Context: an optimization exercise on an open-source flow, tuned for small area. The choices shown serve that exercise and are no tape-out recipe. In this exercise RTL edits were held to simulation tests only and were not proved equivalent to the original. The clock port is modelled as an ideal driver; clocking choices that lean on that would not hold on a real chip. No activity file was given, so power comes from the tool's default toggle rates.

Design bst_rx, start of the top module:
module bst_rx #(
    parameter MAX_FRAME = 1798
) (
    input  wire         clk,
    input  wire         rst,             
    input  wire         in_valid,
    input  wire [7:0]   in_byte,
    output reg          dat_valid,
    output wire [7:0]   dat_byte,
    output wire [10:0]  dat_idx,
    output reg          evt_valid,
    output wire [2:0]   evt_kind,
    output wire [7:0]   msg_tag,
    output wire [2:0]   msg_prio,
    output wire [7:0]   msg_pdus,
    output wire [7:0]   msg_pduf,
    output wire [1:0]   msg_dp,
    output wire [7:0]   msg_dst,
    output wire         msg_dst_valid,
    output wire [7:0]   msg_src,
    output wire [31:0]  msg_ts,
    output wire [1:0]   msg_trc,
    output wire         msg_dir,
    output wire [7:0]   msg_dpp,
    output wire [7:0]   msg_ctrl,
    output wire [17:0]  msg_pgn,
    output wire [10:0]  msg_dlen,
    output wire [10:0]  err_len,
    output wire [7:0]   err_byte,
    output wire [7:0]   err_expected,
    output wire         err_cks_valid,
    output wire [7:0]   err_id,
    output wire         err_id_valid,
    output wire [2:0]   err_field,
    output wire [15:0]  err_declared,
    output wire [15:0]  err_actual
);
Settings: LEC_CHECK=0, CAP_MARGIN=20, CORE_MARGIN=2, CORE_UTILIZATION=40, PLACE_DENSITY=0.6, SLEW_MARGIN=20; clock period 7.0 ns.
standard.sh (not shown) runs the stock make flow with config.mk's settings and CLKGATE_MAP_FILE= SYNTH_SCRIPT=/design/flow/synth_recipe.tcl, a recipe that flattens the netlist after the stock synthesis.
==> flow/flow/run.sh <==
#!/bin/bash
# Standard layout, with the port buffers built from the smallest buffer cell
# and a clock tree of mid-size buffers without dummy loads.
set -euo pipefail
export BUFFER_PORTS_ARGS="-buffer_cell sky130_fd_sc_hd__buf_1"
export CTS_ARGS="-sink_clustering_enable -repair_clock_nets -dont_use_dummy_load -buf_list sky130_fd_sc_hd__clkbuf_8 -sink_clustering_size 20"
bash standard.sh finish > make_finish.log 2>&1
The first run ran to the end with no violations.
Edit:
==> flow/run.sh (new file) <==
#!/bin/bash
# synth_recipe.tcl (not shown) runs the flow's synth.tcl, then flattens the netlist and writes it again
# the make line also repeats each setting of config.mk as NAME=value (left out here)
make -C /OpenROAD-flow-scripts/flow DESIGN_CONFIG=/design/flow/config.mk WORK_HOME=/design/flow/orfs CLKGATE_MAP_FILE= SYNTH_SCRIPT=/design/flow/synth_recipe.tcl finish
removed: flow/flow/run.sh
removed: flow/standard.sh
After rerunning:
- The changed run ran to the end with no violations
- final cell count goes up by 1.7%
- clock skew went down by 0.026 ns
- die area is unchanged
- worst hold slack is better by 0.024 ns
- routed wire length rises by 12%
- sequential power stays flat
- total power climbs by 32%
- first-iteration DRC count shrinks by 13%
- utilization went up by 9.4 points
- via count is higher by 2.8%

* * *

== run A ==
bst_rx, a different RTL version from the one above (not shown whole).
For scale: ~550 cells after synthesis, ~140 flip-flops, ~230 I/O pins.
clock: 7.0 ns
lec_check: 0
cap_margin: 0
core_margin: 2
core_utilization: 65
gpl_timing_driven: 0
place_density: 0.75
slew_margin: 0
==> flow/flow/run.sh <==
#!/bin/bash
# Standard layout with these changes:
# - synthesis maps the logic with ABC on each of four area-oriented scripts
#   (flow/area*.abc) and keeps the smallest result (flow/synth.tcl);
# - synthesis's pass-through buffers are removed before placement, as the
#   timing-driven placement does (flow/pre_global_place.tcl);
# - the port buffers use the smallest buffer cell;
# - the clock tree uses small leaf buffers without dummy loads, and leaf
#   buffers whose flip-flops would see a slow clock edge are upsized
#   (flow/post_cts.tcl).
set -euo pipefail
F="$PWD/flow"
export AREA_ABC_SCRIPTS="$F/area1.abc $F/area2.abc $F/area3.abc $F/area4.abc"
export PRE_GLOBAL_PLACE_TCL="$F/pre_global_place.tcl"
export POST_CTS_TCL="$F/post_cts.tcl"
export BUFFER_PORTS_ARGS="-buffer_cell sky130_fd_sc_hd__buf_1"
export CTS_ARGS="-sink_clustering_enable -repair_clock_nets -dont_use_dummy_load -root_buf sky130_fd_sc_hd__clkbuf_8 -buf_list sky130_fd_sc_hd__clkbuf_4 -sink_clustering_size 8 -sink_clustering_max_diameter 40"
bash standard.sh SYNTH_SCRIPT="$F/synth.tcl" finish > make_finish.log 2>&1
==> flow/flow/post_cts.tcl <==
# Upsize each leaf clock buffer whose flip-flops would see a slow clock edge,
# then legalize the placement again.
estimate_parasitics -placement
set upsized 0
foreach inst [get_cells clkbuf*] {
  if { [get_property $inst ref_name] ne "sky130_fd_sc_hd__clkbuf_4" } { continue }
  set net [get_nets -of_objects [get_pins [get_name $inst]/X]]
  set worst 0
  foreach p [get_pins -of_objects $net] {
    if { [get_property $p direction] eq "input" } {
      set s [get_property $p slew_max]
      if { $s > $worst } { set worst $s }
    }
  }
  if { $worst > 0.105 } {
    puts "post-CTS: [get_name $inst] drives a clock slew of $worst ns; upsizing"
    replace_cell $inst sky130_fd_sc_hd__clkbuf_8
    incr upsized
  }
}
puts "post-CTS: upsized $upsized clock buffers"
if { $upsized > 0 } {
  detailed_placement
  check_placement -verbose
  estimate_parasitics -placement
}
Other scripts of this flow, unchanged in this note and not shown: flow/flow/area1.abc, flow/flow/area2.abc, flow/flow/area3.abc, flow/flow/area4.abc, flow/flow/pre_global_place.tcl, flow/flow/synth.tcl
### run A -> run B
-- flow/flow/post_cts.tcl --
<<< run A, line 14
  }
  if { $worst > 0.105 } {
    puts "post-CTS: [get_name $inst] drives a clock slew of $worst ns; upsizing"
>>> run B, line 14
  }
  if { $worst > 0.115 } {
    puts "post-CTS: [get_name $inst] drives a clock slew of $worst ns; upsizing"
-- flow/config.mk --
<<< run A, line 9
export CORE_MARGIN = 2
export CORE_UTILIZATION = 65
export GPL_TIMING_DRIVEN = 0
export PLACE_DENSITY = 0.75
export SLEW_MARGIN = 0
>>> run B, line 9
export CORE_MARGIN = 2
export CORE_UTILIZATION = 40
export GPL_TIMING_DRIVEN = 0
export PLACE_DENSITY = 0.6
export SLEW_MARGIN = 0
--- outcome ---
- Global router's overall resource usage is lower on run B
- Run B: flow completed, timing, DRC and antenna clean
- Run B vs. run A: buffer count excluding the clock tree in the final layout moved up; final cycle utilization of the critical path moved down; post-layout minimum cycle time moved down; number of tapcells moved up; maximum single-stage delay on the critical path moved up.
- Run B vs run A, non-filler instance count after layout went up by 84.
What run C does differently from run B at the input level:
-- flow/flow/post_cts.tcl --
<<< run B, line 14
  }
  if { $worst > 0.115 } {
    puts "post-CTS: [get_name $inst] drives a clock slew of $worst ns; upsizing"
>>> run C, line 14
  }
  if { $worst > 0.105 } {
    puts "post-CTS: [get_name $inst] drives a clock slew of $worst ns; upsizing"
Results
- Compared with run B, run C shows a higher met1 layer wirelength in the final routing.
- Via count essentially unchanged between run B and run C.
- Looking at post-route minimum period, run C sits above run B.
- Run C and run B ended up with nearly the same final area.
- [compare] base=run B new=run C: post-synthesis to final-layout area growth up 0.19 points; maximum ir drop on the vdd rail up 1.8%; overall routed net length flat.
- The higher worst setup slack of run C and run B is in run B.
- Hold slack: run B vs run C, no meaningful difference
- Run C and run B ended up with nearly the same cell count.

* * *

== the reference run ==
bst_rx, a different RTL version from the one above (not shown whole).
Size: roughly 230 I/O pins, about 6300 sq um of cells after synthesis.
clock: 7.0 ns
lec_check: 0
cap_margin: 0
core_margin: 2
core_utilization: 40
gpl_timing_driven: 0
place_density: 0.6
slew_margin: 0
==> flow/flow/run.sh <==
#!/bin/bash
# Standard layout with these changes:
# - synthesis maps the logic with ABC on each of eight area-oriented scripts
#   (flow/area*.abc) and keeps the smallest result (flow/synth.tcl), with
#   adders left to ABC as plain logic rather than mapped to adder cells and
#   carry chains built as ripple rather than Kogge-Stone trees;
# - synthesis's pass-through buffers are removed before placement, as the
#   timing-driven placement does (flow/pre_global_place.tcl);
# - the port buffers use the smallest buffer cell;
# - the clock tree uses small leaf buffers without dummy loads, and leaf
#   buffers whose flip-flops would see a slow clock edge are upsized
#   (flow/post_cts.tcl).
set -euo pipefail
F="$PWD/flow"
export AREA_ABC_SCRIPTS="$(ls "$F"/area*.abc | tr "\n" " ")"
export PRE_GLOBAL_PLACE_TCL="$F/pre_global_place.tcl"
export POST_CTS_TCL="$F/post_cts.tcl"
export BUFFER_PORTS_ARGS="-buffer_cell sky130_fd_sc_hd__buf_1"
export CTS_ARGS="-sink_clustering_enable -repair_clock_nets -dont_use_dummy_load -root_buf sky130_fd_sc_hd__clkbuf_8 -buf_list sky130_fd_sc_hd__clkbuf_4 -sink_clustering_size 8 -sink_clustering_max_diameter 40"
bash standard.sh SYNTH_SCRIPT="$F/synth.tcl" ADDER_MAP_FILE= SYNTH_OPERATIONS_ARGS=-flatten finish > make_finish.log 2>&1
==> flow/flow/area1.abc <==
strash
&get -n
&st
&dc2
&syn3
&dch -f
&nf -p -R 1000 -C 32
&st
&dc2
&syn3
&dch -f
&nf -p -R 1000 -C 32
&put
==> flow/flow/area2.abc <==
strash
&get -n
&st
&dc2
&syn3
&dch -f
&nf -p -R 1000 -C 32
&st
&dc2
&syn3
&dch -f
&nf -p -R 1000 -C 32
&st
&dc2
&syn3
&dch -f
&nf -p -R 1000 -C 32
&put
==> flow/flow/area3.abc <==
strash
&get -n
&st
&dc2
&syn3
&dch
&nf -p -R 1000 -C 32
&st
&dc2
&syn3
&dch
&nf -p -R 1000 -C 32
&put
==> flow/flow/area4.abc <==
strash
&get -n
&st
&dc2
&syn3
&dch -f
&nf -p -R 1000 -C 32 -E 50
&st
&dc2
&syn3
&dch -f
&nf -p -R 1000 -C 32 -E 50
&put
==> flow/flow/area5.abc <==
strash
&get -n
&st
&dc2
&syn3
&dch
&nf -p -R 1000 -C 32
&st
&dc2
&syn3
&dch
&nf -p -R 1000 -C 32
&st
&dc2
&syn3
&dch
&nf -p -R 1000 -C 32
&put
==> flow/flow/area6.abc <==
strash
&get -n
&st
&dc2
&syn3
&dch
&nf -p -R 1000
&st
&dc2
&syn3
&dch
&nf -p -R 1000
&put
==> flow/flow/area7.abc <==
strash
&get -n
&st
&dc2
&syn3
&dch
&nf -p -R 1000 -C 32 -F 6 -A 4
&st
&dc2
&syn3
&dch
&nf -p -R 1000 -C 32 -F 6 -A 4
&put
==> flow/flow/area8.abc <==
strash
&get -n
&st
&dc2
&syn3
&dch -f
&nf -p -R 1000 -C 32 -k
&st
&dc2
&syn3
&dch -f
&nf -p -R 1000 -C 32 -k
&put
==> flow/flow/synth.tcl <==
# The standard synthesis (synth_recipe.tcl), with ABC run on each of the
# area-oriented scripts listed in AREA_ABC_SCRIPTS in place of ORFS's script;
# the mapping with the smallest cell area is kept. The registers are mapped
# before ABC runs, so they come out as in the standard synthesis.
proc synth {args} { yosys synth -nofsm -noshare {*}$args }
proc abc {args} {
  set i [lsearch -exact $args -script]
  set libs {}
  for {set j 0} {$j < [llength $args]} {incr j} {
    if { [lindex $args $j] eq "-liberty" } { lappend libs -liberty [lindex $args [expr {$j + 1}]] }
  }
  set stat_file $::env(OBJECTS_DIR)/abc_choice_stat.txt
  yosys design -save before_abc
  set best_area -1
  set best_k -1
  set k 0
  foreach script $::env(AREA_ABC_SCRIPTS) {
    yosys design -load before_abc
    set a $args
    if { $i >= 0 } { set a [lreplace $a [expr {$i + 1}] [expr {$i + 1}] $script] }
    yosys abc {*}$a
    yosys tee -q -o $stat_file stat {*}$libs
    set f [open $stat_file r]
    set txt [read $f]
    close $f
    if { [regexp {Chip area for module[^:]*:\s*([0-9.eE+]+)} $txt -> area] } {
      puts "ABC script $script: cell area $area"
      if { $best_area < 0 || $area < $best_area } {
        set best_area $area
        set best_k $k
      }
    }
    yosys design -save after_abc_$k
    incr k
  }
  puts "ABC: keeping script [lindex $::env(AREA_ABC_SCRIPTS) $best_k] (cell area $best_area)"
  yosys design -load after_abc_$best_k
}
source $::env(SCRIPTS_DIR)/synth.tcl
# left out here: clear keep_hierarchy, flatten, clean up, hide names made inside functions, write 1_2_yosys.v
Other scripts of this flow, unchanged in this note and not shown: flow/flow/post_cts.tcl, flow/flow/pre_global_place.tcl
diff inputs: the reference run => the trial run
--- a/flow/flow/run.sh
+++ b/flow/flow/run.sh
@@ -3 +3 @@
-# - synthesis maps the logic with ABC on each of eight area-oriented scripts
+# - synthesis maps the logic with ABC on each of six area-oriented scripts
@@ -15 +15 @@
-export AREA_ABC_SCRIPTS="$(ls "$F"/area*.abc | tr "\n" " ")"
+export AREA_ABC_SCRIPTS="$F/area1.abc $F/area2.abc $F/area3.abc $F/area4.abc $F/area5.abc $F/area6.abc"
--- a/flow/flow/area1.abc
+++ b/flow/flow/area1.abc
@@ -5 +5 @@
-&syn3
+&syn2
@@ -10 +10 @@
-&syn3
+&syn2
--- a/flow/flow/area2.abc
+++ b/flow/flow/area2.abc
@@ -13,5 +12,0 @@
-&st
-&dc2
-&syn3
-&dch -f
-&nf -p -R 1000 -C 32
==> flow/flow/area3.abc <==
strash
&get -n
&st
&syn2
&dch -f
&nf -p -R 1000
&st
&syn2
&dch -f
&nf -p -R 1000
&put
==> flow/flow/area4.abc <==
strash
&get -n
&st
&dc2
&syn2
&dch -f
&nf -p -R 1000 -C 32 -F 8 -A 8 -a
&st
&dc2
&syn2
&dch -f
&nf -p -R 1000 -C 32 -F 8 -A 8 -a
&put
--- a/flow/flow/area5.abc
+++ b/flow/flow/area5.abc
@@ -6 +6 @@
-&dch
+&dch -f
@@ -11 +11 @@
-&dch
+&dch -f
@@ -16 +16 @@
-&dch
+&dch -f
==> flow/flow/area6.abc <==
strash
&get -n
&st
&dc2
&syn3
&dch -f
&nf -p -R 1000 -C 32 -E 50
&st
&dc2
&syn3
&dch -f
&nf -p -R 1000 -C 32 -E 50
&put
removed: flow/flow/area7.abc
removed: flow/flow/area8.abc
--- outcome ---
- Changes observed in the trial run relative to the reference run: post-synthesis to final-layout area growth now sits higher; non-clock buffer count went up 1.
- Changes observed in the trial run relative to the reference run: longest individual stage delay on the worst path now sits lower; final routed wire length divided by cell count now sits at about the same level.

* * *

The RTL this note starts from:
==> flow/design.v <==
module bst_msg_dec (
    input  wire         clk,
    input  wire [10:0]  n,           
    input  wire         is_a,        
    input  wire         is_b,        
    input  wire         is_d,        
    input  wire [7:0]   s_l,
    input  wire [7:0]   s_x,
    input  wire [7:0]   s_h2,
    input  wire [7:0]   s_pdus,
    input  wire [7:0]   s_pduf,
    input  wire [7:0]   s_c,
    output wire [2:0]   kind,        
    output wire [2:0]   prio,
    output wire         dst_valid,
    output wire [17:0]  pgn,
    output wire [10:0]  dlen,
    output reg  [2:0]   field,
    output wire         id_valid,
    output reg  [15:0]  declared,
    output wire [15:0]  actual
);
    localparam [2:0] F_HEADER = 3'd0;
    localparam [2:0] F_L      = 3'd1;
    localparam [2:0] F_DL     = 3'd2;
    localparam [2:0] F_LL     = 3'd3;
    localparam [2:0] F_DATA   = 3'd4;
    wire [15:0] ll = {s_h2, s_x};
    wire nz      = (n != 11'd0);
    wire short8  = (n < 11'd8);
    wire short13 = (n < 11'd13);
    wire short   = is_d ? short13 : short8;
    wire data_ok = (n <= 11'd16);
    wire ll_big  = (ll > 16'd1785);
    wire [8:0] l_plus2 = {1'b0, s_l} + 9'd2;
    wire       l_ok_now = (n == {2'd0, l_plus2});
    reg        l_ok;
    reg  [1:0] kind_r;       
    wire [3:0]  c = short ? 4'd0 : (is_d ? 4'd13 : (l_ok ? 4'd8 : 4'd2));
    wire [10:0] d = n - {7'd0, c};
    wire [15:0] t    = {is_d ? s_h2 : 8'd0, s_x};
    wire        t_ok = (t == {5'd0, d});
    wire ok_a = !short8 && l_ok && t_ok;
    wire ok_b = !short8 && l_ok && data_ok;
    wire ok_d = !short13 && !ll_big && t_ok;
    wire msg  = nz && ((is_a && ok_a) || (is_b && ok_b) || (is_d && ok_d));
    wire unk  = nz && !is_a && !is_b && !is_d;
    always @(posedge clk) begin
        l_ok   <= l_ok_now;
        kind_r <= msg ? 2'd0 : (unk ? 2'd2 : 2'd3);
    end
    assign kind      = {kind_r[1], 1'b0, kind_r[0]};
    assign prio      = is_a ? s_h2[2:0] : s_c[4:2];
    assign dst_valid = !is_b || (s_pduf[7:4] != 4'hF);
    assign pgn       = {s_c[1:0], s_pduf, (s_pduf[7:4] == 4'hF) ? s_pdus : 8'd0};
    assign dlen      = d;
    assign id_valid  = nz;
    assign actual    = (is_d && !short && ll_big) ? ll : {5'd0, d};
    always @* begin
        if (!nz || short) begin
            field    = F_HEADER;
            declared = !nz ? 16'd1 : (is_d ? 16'd13 : 16'd8);
        end else if (is_d) begin
            field    = ll_big ? F_DATA : F_LL;
            declared = ll_big ? 16'd1785 : t;
        end else if (!l_ok) begin
            field    = F_L;
            declared = {8'd0, s_l};
        end else if (is_b) begin
            field    = F_DATA;
            declared = 16'd8;
        end else begin
            field    = F_DL;
            declared = t;
        end
    end
endmodule
module bst_rx #(
    parameter MAX_FRAME = 1798
) (
    input  wire         clk,
    input  wire         rst,             
    input  wire         in_valid,
    input  wire [7:0]   in_byte,
    output reg          dat_valid,
    output wire [7:0]   dat_byte,
    output wire [10:0]  dat_idx,
    output reg          evt_valid,
    output wire [2:0]   evt_kind,
    output wire [7:0]   msg_tag,
    output wire [2:0]   msg_prio,
    output wire [7:0]   msg_pdus,
    output wire [7:0]   msg_pduf,
    output wire [1:0]   msg_dp,
    output wire [7:0]   msg_dst,
    output wire         msg_dst_valid,
    output wire [7:0]   msg_src,
    output wire [31:0]  msg_ts,
    output wire [1:0]   msg_trc,
    output wire         msg_dir,
    output wire [7:0]   msg_dpp,
    output wire [7:0]   msg_ctrl,
    output wire [17:0]  msg_pgn,
    output wire [10:0]  msg_dlen,
    output wire [10:0]  err_len,
    output wire [7:0]   err_byte,
    output wire [7:0]   err_expected,
    output wire         err_cks_valid,
    output wire [7:0]   err_id,
    output wire         err_id_valid,
    output wire [2:0]   err_field,
    output wire [15:0]  err_declared,
    output wire [15:0]  err_actual
);
    localparam [7:0] DLE = 8'h10;
    localparam [7:0] STX = 8'h02;
    localparam [7:0] ETX = 8'h03;
    localparam [1:0] S_SCAN     = 2'd0;
    localparam [1:0] S_SCAN_DLE = 2'd1;
    localparam [1:0] S_BODY     = 2'd2;
    localparam [1:0] S_BODY_ESC = 2'd3;
    localparam [1:0] E_FRAME    = 2'd0;
    localparam [1:0] E_CHECKSUM = 2'd1;
    localparam [1:0] E_UNESC    = 2'd2;
    localparam [1:0] E_TOOLARGE = 2'd3;
    reg  [1:0]   state;
    reg          empty;      
    reg  [10:0]  idx;        
    reg  [7:0]   nsum;       
    reg  [7:0]   blast;      
    reg  [1:0]   ek;         
    reg          cks_nz;     
    reg  [7:0]   s_tag, s_l, s_x, s_h2, s_pdus, s_pduf, s_src, s_dst, s_c;
    reg  [7:0]   s_ts0, s_ts1, s_ts2, s_ts3;
    wire is_a = (s_tag == 8'h93) || (s_tag == 8'h94);
    wire is_b = (s_tag == 8'h95);
    wire is_d = (s_tag == 8'hD0);
    wire b_dle = (in_byte == DLE);
    wire b_stx = (in_byte == STX);
    wire b_etx = (in_byte == ETX);
    wire [7:0]   nsum_all = nsum - blast;
    wire buf_full = !empty && idx[10] && idx[9] && idx[8] && idx[2] && idx[1];
    reg          append;         
    reg          unesc;          
    reg          fend;           
    reg          clear;          
    reg  [1:0]   next_state;
    reg          ev;             
    reg  [1:0]   ev_class;
    always @* begin
        append     = 1'b0;
        unesc      = 1'b0;
        fend       = 1'b0;
        clear      = 1'b0;
        next_state = state;
        ev         = 1'b0;
        ev_class   = E_TOOLARGE;
        case (state)
            S_SCAN: begin
                if (b_dle) next_state = S_SCAN_DLE;
            end
            S_SCAN_DLE: begin
                if (b_stx) begin
                    next_state = S_BODY;
                    clear      = 1'b1;
                end else if (!b_dle) begin
                    next_state = S_SCAN;
                end
            end
            S_BODY: begin
                if (b_dle) begin
                    next_state = S_BODY_ESC;
                end else if (buf_full) begin
                    ev         = 1'b1;
                    clear      = 1'b1;
                    next_state = S_SCAN;
                end else begin
                    append = 1'b1;
                end
            end
            S_BODY_ESC: begin
                if (b_dle) begin
                    if (buf_full) begin
                        ev         = 1'b1;
                        clear      = 1'b1;
                        next_state = S_SCAN;
                    end else begin
                        append     = 1'b1;
                        next_state = S_BODY;
                    end
                end else if (b_etx) begin
                    ev         = 1'b1;
                    fend       = 1'b1;
                    clear      = 1'b1;
                    next_state = S_SCAN;
                    ev_class   = (!empty && nsum_all == 8'd0) ? E_FRAME : E_CHECKSUM;
                end else begin
                    ev         = 1'b1;
                    unesc      = 1'b1;
                    clear      = 1'b1;
                    ev_class   = E_UNESC;
                    next_state = b_stx ? S_BODY : S_SCAN;
                end
            end
        endcase
    end
    wire [12:0] pos;
    genvar p;
    generate
        for (p = 0; p < 13; p = p + 1) begin : g_pos
            if (p == 0) begin : g0
                assign pos[p] = empty;
            end else begin : gn
                assign pos[p] = !empty && (idx == p - 1);
            end
        end
    endgenerate
    wire        wr = in_valid && (append || unesc);
    always @(posedge clk) begin
        if (rst) begin
            state <= S_SCAN;
            empty <= 1'b1;
        end else if (in_valid) begin
            state <= next_state;
            if (clear)
                empty <= 1'b1;
            else if (append)
                empty <= 1'b0;
        end
    end
    always @(posedge clk) begin
        if (in_valid && (append || unesc || fend))
            idx <= empty ? 11'd0 : idx + {10'd0, !fend};
        if (wr) begin
            nsum  <= empty ? 8'd0 : nsum_all;
            blast <= in_byte;
        end
        if (wr && pos[0])                              s_tag  <= in_byte;
        if (wr && (pos[1] || (pos[8] && is_d)))        s_l    <= in_byte;
        if (wr && (pos[1] || (pos[7] && is_a)))        s_x    <= in_byte;
        if (wr && pos[2])                              s_h2   <= in_byte;
        if (wr && (pos[3] || (pos[5] && !is_a)))       s_pdus <= in_byte;
        if (wr && (pos[4] || (pos[6] && !is_a)))       s_pduf <= in_byte;
        if (wr && pos[4])                              s_src  <= in_byte;
        if (wr && (pos[3] || (pos[5] && is_b) || (pos[6] && is_a)))
                                                       s_dst  <= in_byte;
        if (wr && (pos[5] || (pos[7] && !is_a)))       s_c    <= in_byte;
        if (wr && (pos[2] || (pos[9] && !is_b)))       s_ts0  <= in_byte;
        if (wr && (pos[3] || (pos[10] && !is_b)))      s_ts1  <= in_byte;
        if (wr && pos[11])                             s_ts2  <= in_byte;
        if (wr && pos[12])                             s_ts3  <= in_byte;
    end
    always @(posedge clk) begin
        if (rst) begin
            dat_valid <= 1'b0;
            evt_valid <= 1'b0;
        end else begin
            dat_valid <= in_valid && append;
            evt_valid <= in_valid && ev;
        end
        ek     <= ev_class;
        cks_nz <= !empty;
    end
    assign dat_byte = blast;
    assign dat_idx  = idx;
    wire [2:0] md_kind;
    bst_msg_dec u_msg (
        .clk(clk), .n(idx), .is_a(is_a), .is_b(is_b), .is_d(is_d),
        .s_l(s_l), .s_x(s_x), .s_h2(s_h2), .s_pdus(s_pdus), .s_pduf(s_pduf), .s_c(s_c),
        .kind(md_kind), .prio(msg_prio), .dst_valid(msg_dst_valid), .pgn(msg_pgn),
        .dlen(msg_dlen), .field(err_field), .id_valid(err_id_valid),
        .declared(err_declared), .actual(err_actual)
    );
    assign evt_kind = (ek == E_FRAME) ? md_kind : {1'b0, ek};
    assign msg_tag  = s_tag;
    assign msg_pdus = s_pdus;
    assign msg_pduf = s_pduf;
    assign msg_dp   = s_c[1:0];
    assign msg_dst  = s_dst;
    assign msg_src  = s_src;
    assign msg_ts   = {is_b ? 16'd0 : {s_ts3, s_ts2}, s_ts1, s_ts0};
    assign msg_trc  = s_c[6:5];
    assign msg_dir  = s_c[7];
    assign msg_dpp  = s_c;
    assign msg_ctrl = s_l;
    assign err_len       = idx;
    assign err_byte      = blast;
    assign err_expected  = nsum;
    assign err_cks_valid = cks_nz;
    assign err_id        = s_tag;
endmodule
clock: 7.0 ns
lec_check: 0
cap_margin: 0
core_margin: 2
core_utilization: 40
gpl_timing_driven: 0
place_density: 0.6
slew_margin: 0
==> flow/flow/run.sh <==
#!/bin/bash
# Standard layout with four changes: ABC maps the logic with an area-oriented
# script (flow/area.abc), synthesis's pass-through buffers are removed before
# placement (as the timing-driven placement does), the port buffers use the
# smallest buffer cell, and the clock tree uses mid-size buffers without
# dummy loads.
set -euo pipefail
export AREA_ABC_SCRIPT="$PWD/flow/area.abc"
export PRE_GLOBAL_PLACE_TCL="$PWD/flow/pre_global_place.tcl"
export BUFFER_PORTS_ARGS="-buffer_cell sky130_fd_sc_hd__buf_1"
export CTS_ARGS="-sink_clustering_enable -repair_clock_nets -dont_use_dummy_load -root_buf sky130_fd_sc_hd__clkbuf_8 -buf_list sky130_fd_sc_hd__clkbuf_4 -sink_clustering_size 8 -sink_clustering_max_diameter 40"
bash standard.sh SYNTH_SCRIPT="$PWD/flow/synth.tcl" finish > make_finish.log 2>&1
==> flow/flow/area.abc <==
strash
&get -n
&st
&syn2
&dch -f
&nf -p -R 1000
&st
&syn2
&dch -f
&nf -p -R 1000
&put
==> flow/flow/pre_global_place.tcl <==
# Remove synthesis's buffers; global_place.tcl then buffers the ports.
remove_buffers
==> flow/flow/synth.tcl <==
# The standard synthesis (synth_recipe.tcl), with ABC run on an
# area-oriented script in place of ORFS's; the registers are mapped before
# ABC runs, so they come out as in the standard synthesis.
proc synth {args} { yosys synth -nofsm -noshare {*}$args }
proc abc {args} {
  set i [lsearch -exact $args -script]
  if { $i >= 0 } { set args [lreplace $args [expr {$i + 1}] [expr {$i + 1}] $::env(AREA_ABC_SCRIPT)] }
  yosys abc {*}$args
}
source $::env(SCRIPTS_DIR)/synth.tcl
# left out here: clear keep_hierarchy, flatten, clean up, hide names made inside functions, write 1_2_yosys.v
The starting point completed without violations.
Rerun with:
--- a/flow/flow/run.sh
+++ b/flow/flow/run.sh
@@ -11 +11 @@
-export CTS_ARGS="-sink_clustering_enable -repair_clock_nets -dont_use_dummy_load -root_buf sky130_fd_sc_hd__clkbuf_8 -buf_list sky130_fd_sc_hd__clkbuf_4 -sink_clustering_size 8 -sink_clustering_max_diameter 40"
+export CTS_ARGS="-sink_clustering_enable -repair_clock_nets -dont_use_dummy_load -buf_list sky130_fd_sc_hd__clkbuf_8 -sink_clustering_size 20"
After rerunning: The new run went through all stages and came out clean. Critical path depth does not change. Power went up by 8.7%. Final area went up by 1.3%. Clock power went up by 31%. Wire length barely changes. Hold slack gets worse by 7.7 ps. Register-to-register slack hardly moves. Maximum frequency stays flat. Worst setup slack gets worse by 11 ps. Via count stays flat.

-- static timing again, ports no longer ideal --
Ports are ideal in the flow. The routed layouts listed here were re-timed in OpenROAD. Step 1: set_driving_cell puts a clkbuf_16 on clk and a buf_2 on each other input, an assumption about the parent block. Step 2 adds t to the input delays and takes it off the output delays; t is the mean of the earliest and latest rising clock arrival at the registers after step 1. Input paths then give back, and output paths get back, about the clock's delay inside the block. Slacks: ideal ports / drivers / drivers and shift; pairs: ideal ports / drivers.
run | t, ns | setup slack, ns | worst data-port slew with drivers (ns) | cell pins on the clock port's net
the first run of note 1 | 0.461 | 1.581 / 1.541 / 1.931 | 0.04 | 1
the second run of note 1 | 0.462 | 1.029 / 0.988 / 1.374 | 0.06 | 1
run A | 0.423 | 0.961 / 0.929 / 1.352 | 0.03 | 1
run B | 0.451 | 1.003 / 0.966 / 1.297 | 0.04 | 1
run C | 0.453 | 0.995 / 0.957 / 1.286 | 0.04 | 1
the reference run | 0.449 | 0.445 / 0.408 / 0.857 | 0.03 | 1
the trial run | 0.436 | 1.374 / 1.385 / 0.948 | 0.04 | 1
the first run of note 4 | 0.450 | 0.686 / 0.651 / 1.100 | 0.03 | 1
the second run of note 4 | 0.467 | 0.675 / 0.640 / 1.107 | 0.03 | 1
After both steps setup and hold are still met in every run listed. The setup slack of the trial run, which loses most, moves by +0.011 ns with the drivers and by -0.426 ns with both steps.
